This is an optimization exercise on Yosys and OpenROAD, whose aim is small area, a short achievable clock period and few clock cycles per item, not a production implementation. Where RTL was checked, it was by simulation tests only, not by an equivalence proof against the original. Power is estimated from default activity; no workload was simulated.

old:
==> flow/design.v <==
module bdgr_dec (
    input  wire        clk,
    input  wire        rst,
    input  wire        start,
    input  wire [15:0] width,
    input  wire [15:0] height,
    input  wire        pred_med,
    output wire        busy,
    output wire        mismatch,
    input  wire        in_valid,
    input  wire [63:0] in_word,
    output wire        in_ready,
    output wire        out_valid,
    output wire [7:0]  out_pix,
    output wire        out_last,
    input  wire        out_ready,
    input  wire [7:0]  up_pix
);
    localparam [2:0] S_IDLE = 3'd0, S_HDR = 3'd1, S_DEC = 3'd2, S_MISM = 3'd3,
                     S_FLUSH = 3'd4;
    reg [2:0]  state;
    reg        mism_r;
    reg        med_r;
    reg [15:0] w_r;
    reg [15:0] cx, cy;        
    reg        dfc, dfr;      
    reg [19:0] t_r;           
    reg [6:0]  q;             
    reg        pv;            
    reg [7:0]  pr;            
    reg [1:0]  pcls;          
    reg        plast;
    reg [7:0]  prev;          
    reg [7:0]  up_prev;       
    reg [2:0] k;              
    always @(*) begin
        if      (pr <= 8'd1)   k = 3'd0;
        else if (pr <= 8'd4)   k = 3'd1;
        else if (pr <= 8'd8)   k = 3'd2;
        else if (pr <= 8'd16)  k = 3'd3;
        else if (pr <= 8'd32)  k = 3'd4;
        else if (pr <= 8'd64)  k = 3'd5;
        else if (pr <= 8'd128) k = 3'd6;
        else                   k = 3'd7;
    end
    wire [6:0] qk = q + 7'd1 + {4'd0, k};     
    wire [6:0] qe = q + 7'd20;                
    reg [10:0] fit84, fit20;
    integer j;
    always @(*) begin
        for (j = 0; j <= 10; j = j + 1) begin
            fit84[j] = (qk <= 84 - j);
            fit20[j] = (qk <= 20 - j);
        end
    end
    wire esc84 = (q <= 7'd64);
    wire esc20 = (q == 7'd0);
    wire [83:0] s  = {in_word, t_r};
    wire [82:0] s6 = q[6] ? {s[82:20], s[83:64]} : s[82:0];
    wire [50:0] s5 = q[5] ? s6[82:32] : s6[50:0];
    wire [34:0] s4 = q[4] ? s5[50:16] : s5[34:0];
    wire [26:0] s3 = q[3] ? s4[34:8]  : s4[26:0];
    wire [22:0] s2 = q[2] ? s3[26:4]  : s3[22:0];
    wire [20:0] s1 = q[1] ? s2[22:2]  : s2[20:0];
    wire [19:0] win = q[0] ? s1[20:1] : s1[19:0];
    reg [3:0] z;              
    integer i;
    always @(*) begin
        z = 4'd11;
        for (i = 10; i >= 0; i = i - 1)
            if (win[i]) z = i[3:0];
    end
    wire esc = ~|win[10:0];
    wire [14:0] u3   = {win[15:11], z[3] ? win[18:9] : win[10:1]};
    wire [10:0] u2   = z[2] ? u3[14:4] : u3[10:0];
    wire [8:0]  u1   = z[1] ? u2[10:2] : u2[8:0];
    wire [7:0]  rest = z[0] ? u1[8:1]  : u1[7:0];
    wire [7:0]  m    = rest & ((8'd1 << k) - 8'd1);
    wire [14:0] rq   = ({11'd0, z} << k) | {7'd0, m};
    wire [7:0]  r    = esc ? win[19:12] : rq[7:0];
    wire have = in_valid ? (|(win[10:0] & fit84) | (esc & esc84))
                         : (|(win[10:0] & fit20) | (esc & esc20));
    wire last_col = (cx == 16'd1);
    wire last_row = (cy == 16'd1);
    wire last_sym = last_col & last_row;
    wire [7:0] d  = pr[0] ? ~{1'b0, pr[7:1]} : {1'b0, pr[7:1]};    
    wire [7:0] na = prev;
    wire [7:0] nb = up_pix;
    wire [7:0] nc = up_prev;
    function [7:0] padd(input [7:0] a, input [7:0] b, input ci);
        reg [7:0] g, p, gg, pp;
        integer i, l;
        begin
            g = a & b;
            p = a ^ b;
            gg = g; pp = p;
            for (l = 1; l < 8; l = l * 2)
                for (i = 7; i >= l; i = i - 1) begin
                    gg[i] = gg[i] | (pp[i] & gg[i-l]);
                    pp[i] = pp[i] & pp[i-l];
                end
            padd[0] = p[0] ^ ci;
            for (i = 1; i < 8; i = i + 1)
                padd[i] = p[i] ^ (gg[i-1] | (pp[i-1] & ci));
        end
    endfunction
    wire [7:0] va = na + d;                   
    wire [7:0] cs = na ^ ~nc ^ d;             
    wire [7:0] cc = (na & ~nc) | (na & d) | (~nc & d);
    wire [7:0] e  = padd(cs, {cc[6:0], 1'b1}, 1'b0);
    wire [7:0] vb = padd(nb, d, 1'b0);        
    wire [7:0] vc = padd(nb, e, 1'b0);        
    function [1:0] cmp8(input [7:0] a, input [7:0] b);
        reg [7:0] l, q;
        reg [3:0] l2, q2;
        reg [1:0] l4, q4;
        integer i;
        begin
            l = ~a & b;
            q = ~(a ^ b);
            for (i = 0; i < 4; i = i + 1) begin
                l2[i] = l[2*i+1] | (q[2*i+1] & l[2*i]);
                q2[i] = q[2*i+1] & q[2*i];
            end
            for (i = 0; i < 2; i = i + 1) begin
                l4[i] = l2[2*i+1] | (q2[2*i+1] & l2[2*i]);
                q4[i] = q2[2*i+1] & q2[2*i];
            end
            cmp8 = {l4[1] | (q4[1] & l4[0]), q4[1] & q4[0]};
        end
    endfunction
    wire [1:0] cab = cmp8(na, nb);
    wire [1:0] ccb = cmp8(nc, nb);
    wire [1:0] cca = cmp8(nc, na);
    wire le_a   = ~cca[1];                    
    wire lt     = cab[1];                     
    wire c_lt_b = ccb[1];                     
    wire c_le_b = ccb[1] | ccb[0];            
    wire med    = pcls[1];
    wire sel_b  = (pcls == 2'd1) | (med & (le_a ^ lt));
    wire sel_c  = med & (le_a ? c_lt_b : ~c_le_b);
    wire sel_a  = ~sel_b & ~sel_c;
    wire [7:0] v = ({8{sel_a}} & va) | ({8{sel_b}} & vb) | ({8{sel_c}} & vc);
    wire flush_word = (q > 7'd20);            
    assign busy      = (state != S_IDLE);
    assign mismatch  = mism_r;
    assign in_ready  = ((state == S_DEC) & q[6]) | (state == S_MISM) |
                       ((state == S_FLUSH) & flush_word);
    assign out_valid = pv & ((state != S_FLUSH) | ~flush_word | in_valid);
    assign out_pix   = v;
    assign out_last  = plast;
    wire hdr_ok   = (in_word[15:0] == cx) & (in_word[31:16] == cy);
    wire dec_on   = (state == S_DEC) | ((state == S_HDR) & hdr_ok);
    wire take     = in_valid & in_ready;
    wire out_fire = out_valid & out_ready;
    wire dec_fire = dec_on & have & (~pv | out_ready);
    wire [6:0] qa = dec_fire ? (esc ? qe : qk + {3'd0, z}) : q;
    always @(posedge clk) begin
        if (rst) begin
            state  <= S_IDLE;
            mism_r <= 1'b0;
            pv     <= 1'b0;
        end else begin
            if (dec_fire) begin
                pv    <= 1'b1;
                pr    <= r;
                pcls  <= (~med_r | dfr) ? 2'd0 : (dfc ? 2'd1 : 2'd2);
                plast <= last_sym;
            end else if (out_fire) begin
                pv    <= 1'b0;
            end
            if (out_fire) begin
                prev    <= v;
                up_prev <= up_pix;
            end
            if (dec_fire) begin
                if (last_col) begin
                    cx  <= w_r;
                    cy  <= cy - 16'd1;
                    dfc <= 1'b1;
                    dfr <= 1'b0;
                end else begin
                    cx  <= cx - 16'd1;
                    dfc <= 1'b0;
                end
            end
            if ((state == S_DEC) | (state == S_HDR))
                q <= {qa[6] & ~take, qa[5:0]};
            else if (take)
                q <= 7'd0;
            if (take)
                t_r <= in_word[63:44];
            case (state)
                S_IDLE: begin
                    if (start) begin
                        state  <= S_HDR;
                        mism_r <= 1'b0;
                        med_r  <= pred_med;
                        w_r    <= width;
                        cx     <= width;
                        cy     <= height;
                        dfc    <= 1'b1;
                        dfr    <= 1'b1;
                        prev   <= 8'd0;
                        pr     <= 8'd255;
                        q      <= 7'd52;
                    end
                end
                S_HDR: begin
                    if (dec_fire & last_sym)
                        state <= S_FLUSH;
                    else if (in_valid)
                        state <= hdr_ok ? S_DEC : S_MISM;
                end
                S_MISM: begin
                    if (in_valid) begin
                        mism_r <= 1'b1;
                        state  <= S_IDLE;
                    end
                end
                S_DEC: begin
                    if (dec_fire & last_sym)
                        state <= S_FLUSH;
                end
                S_FLUSH: begin
                    if (out_fire & plast)
                        state <= S_IDLE;
                end
                default: state <= S_IDLE;
            endcase
        end
    end
endmodule
==> flow/config.mk <==
export PLATFORM = sky130hd
export DESIGN_NAME = bdgr_dec
export DESIGN_NICKNAME = bdgr_dec
export VERILOG_FILES = /design/flow/design.v
export SDC_FILE = /design/flow/constraint.sdc
export NUM_CORES = 4
export LEC_CHECK = 0
export ABC_AREA = 1
export CAP_MARGIN = 20
export CORE_MARGIN = 2
export CORE_UTILIZATION = 40
export SETUP_SLACK_MARGIN = 5
export SLEW_MARGIN = 20
==> flow/constraint.sdc <==
create_clock -name core_clock -period 12.0 [get_ports {clk}]
set_input_delay 2.4000 -clock core_clock [delete_from_list [all_inputs] [get_ports {clk}]]
set_output_delay 2.4000 -clock core_clock [all_outputs]
set_load 0.01 [all_outputs]
standard.sh (not shown) runs the stock make flow with config.mk's settings and CLKGATE_MAP_FILE= SYNTH_SCRIPT=/design/flow/synth_recipe.tcl, a recipe that flattens the netlist after the stock synthesis.
==> flow/flow/run.sh <==
#!/bin/bash
# The standard layout, with plain buf_1 cells as the port buffers (the
# resizer still upsizes them where timing needs it).
set -euo pipefail
export BUFFER_PORTS_ARGS="-buffer_cell sky130_fd_sc_hd__buf_1"
bash standard.sh > standard.log 2>&1
In summary, old completed successfully, with a layout that passed the timing, design-rule and antenna checks.
Testbench counts of old, summed over its fixed seeds: cycles 34,277, items 34,030.
--- input diff old..new ---
-- flow/design.v --
<<< old, line 28
    reg [6:0]  q;             
    reg        pv;            
    reg [7:0]  pr;            
    reg [1:0]  pcls;          
    reg        plast;
    reg [7:0]  prev;          
    reg [7:0]  up_prev;       
    reg [2:0] k;              
    always @(*) begin
>>> new, line 28
    reg [6:0]  q;             
    reg        pv;            
    reg [7:0]  pd;            
    reg [1:0]  pcls;          
    reg        plast;
    reg [7:0]  prev;          
    reg [7:0]  up_prev;       
    wire [7:0] pr = {pd[6:0] ^ {7{pd[7]}}, pd[7]};
    reg [2:0] k;              
    always @(*) begin
<<< old, line 57
    wire esc20 = (q == 7'd0);
    wire [83:0] s  = {in_word, t_r};
    wire [82:0] s6 = q[6] ? {s[82:20], s[83:64]} : s[82:0];
    wire [50:0] s5 = q[5] ? s6[82:32] : s6[50:0];
    wire [34:0] s4 = q[4] ? s5[50:16] : s5[34:0];
>>> new, line 58
    wire esc20 = (q == 7'd0);
    wire [83:0] s  = {in_word, t_r};
    wire [82:0] s6 = q[6] ? {63'd0, s[83:64]} : s[82:0];
    wire [50:0] s5 = q[5] ? s6[82:32] : s6[50:0];
    wire [34:0] s4 = q[4] ? s5[50:16] : s5[34:0];
<<< old, line 72
    end
    wire esc = ~|win[10:0];
    wire [14:0] u3   = {win[15:11], z[3] ? win[18:9] : win[10:1]};
    wire [10:0] u2   = z[2] ? u3[14:4] : u3[10:0];
    wire [8:0]  u1   = z[1] ? u2[10:2] : u2[8:0];
>>> new, line 73
    end
    wire esc = ~|win[10:0];
    wire [14:0] u3   = z[3] ? {4'd0, win[19:9]} : win[15:1];
    wire [10:0] u2   = z[2] ? u3[14:4] : u3[10:0];
    wire [8:0]  u1   = z[1] ? u2[10:2] : u2[8:0];
<<< old, line 79
    wire [14:0] rq   = ({11'd0, z} << k) | {7'd0, m};
    wire [7:0]  r    = esc ? win[19:12] : rq[7:0];
    wire have = in_valid ? (|(win[10:0] & fit84) | (esc & esc84))
                         : (|(win[10:0] & fit20) | (esc & esc20));
>>> new, line 80
    wire [14:0] rq   = ({11'd0, z} << k) | {7'd0, m};
    wire [7:0]  r    = esc ? win[19:12] : rq[7:0];
    wire [7:0]  rd   = r[0] ? ~{1'b0, r[7:1]} : {1'b0, r[7:1]};    
    wire have = in_valid ? (|(win[10:0] & fit84) | (esc & esc84))
                         : (|(win[10:0] & fit20) | (esc & esc20));
<<< old, line 84
    wire last_row = (cy == 16'd1);
    wire last_sym = last_col & last_row;
    wire [7:0] d  = pr[0] ? ~{1'b0, pr[7:1]} : {1'b0, pr[7:1]};    
    wire [7:0] na = prev;
    wire [7:0] nb = up_pix;
>>> new, line 86
    wire last_row = (cy == 16'd1);
    wire last_sym = last_col & last_row;
    wire [7:0] d  = pd;
    wire [7:0] na = prev;
    wire [7:0] nb = up_pix;
<<< old, line 164
            if (dec_fire) begin
                pv    <= 1'b1;
                pr    <= r;
                pcls  <= (~med_r | dfr) ? 2'd0 : (dfc ? 2'd1 : 2'd2);
                plast <= last_sym;
>>> new, line 166
            if (dec_fire) begin
                pv    <= 1'b1;
                pd    <= rd;
                pcls  <= (~med_r | dfr) ? 2'd0 : (dfc ? 2'd1 : 2'd2);
                plast <= last_sym;
<<< old, line 203
                        dfr    <= 1'b1;
                        prev   <= 8'd0;
                        pr     <= 8'd255;
                        q      <= 7'd52;
                    end
>>> new, line 205
                        dfr    <= 1'b1;
                        prev   <= 8'd0;
                        pd     <= 8'd128;
                        q      <= 7'd52;
                    end
[summary]
When the final numbers for new and old were put side by side, the average cell area after synthesis turned out to be smaller in new.
new vs old, clock buffer instance count of the final layout went up by 1.
Per-cell via count in the routed design: new vs old up 0.46%
Between new and old, it is new whose worst hold slack is higher, by 27 ps.
Taking old as the reference point, the count of non-filler cells in the finished layout of new rises by 75.
Compared old against new; final setup slack of the worst path within noise.
For utilization after layout, old and new come out practically identical.
Summary of new over old: routed length on met2 saw an increase; placer congestion estimate lost 0.035; fmax roughly the same.
Delta (new minus old): global-route usage closely matched the old numbers; final critical-path required period closely matched the old numbers; starting utilization of the core area closely matched the old numbers.
Total power of the final layout shrinks by more than a quarter when moving from old to new.
No functional check of the RTL was part of new.

## re-timing with driven ports
The flow's constraints put no driver on any port. The routed layouts listed below were extracted and timed again, unchanged, in two steps. Step 1 sets driving cells, clkbuf_16 on the clock port and buf_2 on the other inputs (assumed; they add their load-dependent delay and slew). Step 2 adds t to the input delays and takes it off the output delays; t is the mean of the earliest and latest rising clock arrival at the registers after step 1. Input paths then give back, and output paths get back, about the clock's delay inside the block. Slacks: no drivers / after step 1 / after step 2; pairs: no drivers / after step 1.
run	t (ns)	setup slack, ns	hold slack, ns	slew at the worst register clock pin (ns)	cell pins on the clock port's net
old	0.425	5.100 / 5.067 / 5.067	0.468 / 0.468 / 0.468	0.09 / 0.09	1
new	0.432	5.098 / 5.066 / 5.066	0.495 / 0.495 / 0.495	0.10 / 0.10	1
After both steps every run listed still meets setup and hold. For old, which loses most, drivers alone change the setup slack by -0.033 ns; drivers and shift together by -0.033 ns.
